This is an optimization exercise on Yosys and OpenROAD, whose aim is small area, not a production implementation. In this exercise RTL edits were held to simulation tests only and were not proved equivalent to the original. Power is estimated from default activity; no workload was simulated.

## north
==> flow/design.v (excerpt) <==
module mbfs (
    input             clk,
    input             rst,
    input             start,
    input      [31:0] timeout_ms,
    input             req_en,
    input      [6:0]  sink_mask,
    input             tick_1ms,
    output            busy,
    output reg        done,
    output reg [3:0]  result,
    output     [3:0]  flags,
    output reg [31:0] frame_hdr,
    output reg [7:0]  vf_cs,
    output reg        cfg_strobe,
    output     [1:0]  cfg_parity,
    output            flush_req,
    input             flush_done,
    output            tx_valid,
    output     [7:0]  tx_data,
    input             tx_ready,
    input             rx_valid,
    input      [7:0]  rx_data,
    output            rx_pop,
    output reg        meas_valid,
    output reg [2:0]  meas_kind,
    output reg [63:0] meas_raw,
    output     [2:0]  meas_exp
);
clock: 30.0 ns
lec_check: 0
cap_margin: 20
core_margin: 2
core_utilization: 65
cts_cluster_diameter: 60
cts_cluster_size: 30
place_density: 0.75
slew_margin: 20
standard.sh (not shown) runs the stock make flow with config.mk's settings and CLKGATE_MAP_FILE= SYNTH_SCRIPT=/design/flow/synth_recipe.tcl, a recipe that flattens the netlist after the stock synthesis.
==> flow/flow/run.sh <==
#!/bin/bash
# The standard layout (standard.sh, with flow/config.mk's settings), with two
# changes: the port buffers use the smallest buffer cell, and clock tree
# synthesis inserts no dummy loads. The whole ORFS output goes to
# standard.log; each step's own log is under orfs/logs/.
set -euo pipefail
export BUFFER_PORTS_ARGS="-buffer_cell sky130_fd_sc_hd__buf_1"
export CTS_ARGS="-sink_clustering_enable -repair_clock_nets -sink_clustering_size 20 -sink_clustering_max_diameter 45 -sink_clustering_buffer sky130_fd_sc_hd__clkbuf_8 -dont_use_dummy_load"
bash standard.sh > standard.log 2>&1
Relative to north, the following input files were edited for south:
Settings: an added GPL_TIMING_DRIVEN of 0; an added GPL_ROUTABILITY_DRIVEN of 0.
==> flow/flow/run.sh <==
#!/bin/bash
# The standard layout (standard.sh, with flow/config.mk's settings), with two
# changes: the port buffers use the smallest buffer cell, and clock tree
# synthesis inserts no dummy loads. The whole ORFS output goes to
# standard.log; each step's own log is under orfs/logs/.
set -euo pipefail
export BUFFER_PORTS_ARGS="-buffer_cell sky130_fd_sc_hd__buf_1"
export CTS_ARGS="-sink_clustering_enable -repair_clock_nets -sink_clustering_size 10 -sink_clustering_max_diameter 35 -sink_clustering_buffer sky130_fd_sc_hd__clkbuf_4 -dont_use_dummy_load"
bash standard.sh > standard.log 2>&1
### Flow results
south vs north: number of placed instances, taps included up by a few percent
The fraction of the core area covered by cells at the end of the flow number comes out higher for south vs north.
Between south and north, the share of power burned in combinational logic is lower for north.
Setup changes, south to east
Settings: GPL_TIMING_DRIVEN no longer set, was 0; GPL_ROUTABILITY_DRIVEN no longer set, was 0.
==> flow/flow/run.sh <==
#!/bin/bash
# The standard layout (standard.sh, with flow/config.mk's settings), with two
# changes: the port buffers use the smallest buffer cell, and clock tree
# synthesis inserts no dummy loads. The whole ORFS output goes to
# standard.log; each step's own log is under orfs/logs/.
set -euo pipefail
export BUFFER_PORTS_ARGS="-buffer_cell sky130_fd_sc_hd__buf_1"
export CTS_ARGS="-sink_clustering_enable -repair_clock_nets -sink_clustering_size 30 -sink_clustering_max_diameter 60 -dont_use_dummy_load"
bash standard.sh > standard.log 2>&1
[summary]
The flow did not stop early for east: all stages ran, and the layout cleared the timing, design-rule and antenna checks. south: full flow OK, the timing, design-rule and antenna checks passed. Filler cell count in east is 137 below south. Area of the mapped netlist came out exactly the same in east and south. Power (east over south): increase, 86 µW. Compared east vs south, and final critical-path setup slack is up in east. Compared to south, east reaches a higher achievable clock.
Changes in west relative to east:
-- flow/flow/run.sh --
<<< east, line 7
export BUFFER_PORTS_ARGS="-buffer_cell sky130_fd_sc_hd__buf_1"
export CTS_ARGS="-sink_clustering_enable -repair_clock_nets -sink_clustering_size 30 -sink_clustering_max_diameter 60 -dont_use_dummy_load"
bash standard.sh > standard.log 2>&1
>>> west, line 7
export BUFFER_PORTS_ARGS="-buffer_cell sky130_fd_sc_hd__buf_1"
export CTS_ARGS="-sink_clustering_enable -repair_clock_nets -sink_clustering_size 10 -sink_clustering_max_diameter 35 -sink_clustering_buffer sky130_fd_sc_hd__clkbuf_4 -dont_use_dummy_load"
bash standard.sh > standard.log 2>&1
==> comparison <==
- Diff east -> west: hold slack has increased, synthesized cell count closely matched the old numbers.
- Cell count for west is higher than for east.
- Delta (west minus east): highest attainable clock frequency went down by about 0.8%, clock skew went up by 0.018 ns, setup slack went down by 0.073 ns, register-to-register slack went down by 0.03 ns.
- Maximum number of pins on one net before global-route repair came out exactly the same in west and east.
- Re leftover overflow at the end of global routing: no difference whatsoever between east and west.
- Higher flip-flop and latch share of the layout cell area goes to west over east.

## afterwards: timing with drivers on the ports
Ports are ideal in the flow. The routed layouts listed here were re-timed in OpenROAD.
Step 1 sets driving cells, clkbuf_16 on the clock port and buf_2 on the other inputs (assumed; they add their load-dependent delay and slew).
Step 2 also shifts input and output timing later by t, the mid clock arrival at the registers, as if the neighbouring blocks saw the same clock.
Three values: no drivers, after step 1, after step 2; two values: the first two.
run	t (ns)	setup slack, ns	worst setup path after step 2	slew at the worst register clock pin (ns)	worst data-port slew with drivers (ns)
north	0.727	21.217 / 21.154 / 20.710	input to register	0.12 / 0.12	0.09
south	0.750	21.009 / 20.943 / 20.604	input to register	0.11 / 0.11	0.05
east	0.688	21.248 / 21.185 / 20.706	input to register	0.11 / 0.11	0.09
west	0.746	21.175 / 21.110 / 20.707	input to register	0.11 / 0.11	0.09
After both steps every run listed still meets setup and hold. The setup slack of east, which loses most, moves by -0.063 ns with the drivers and by -0.542 ns with both steps.
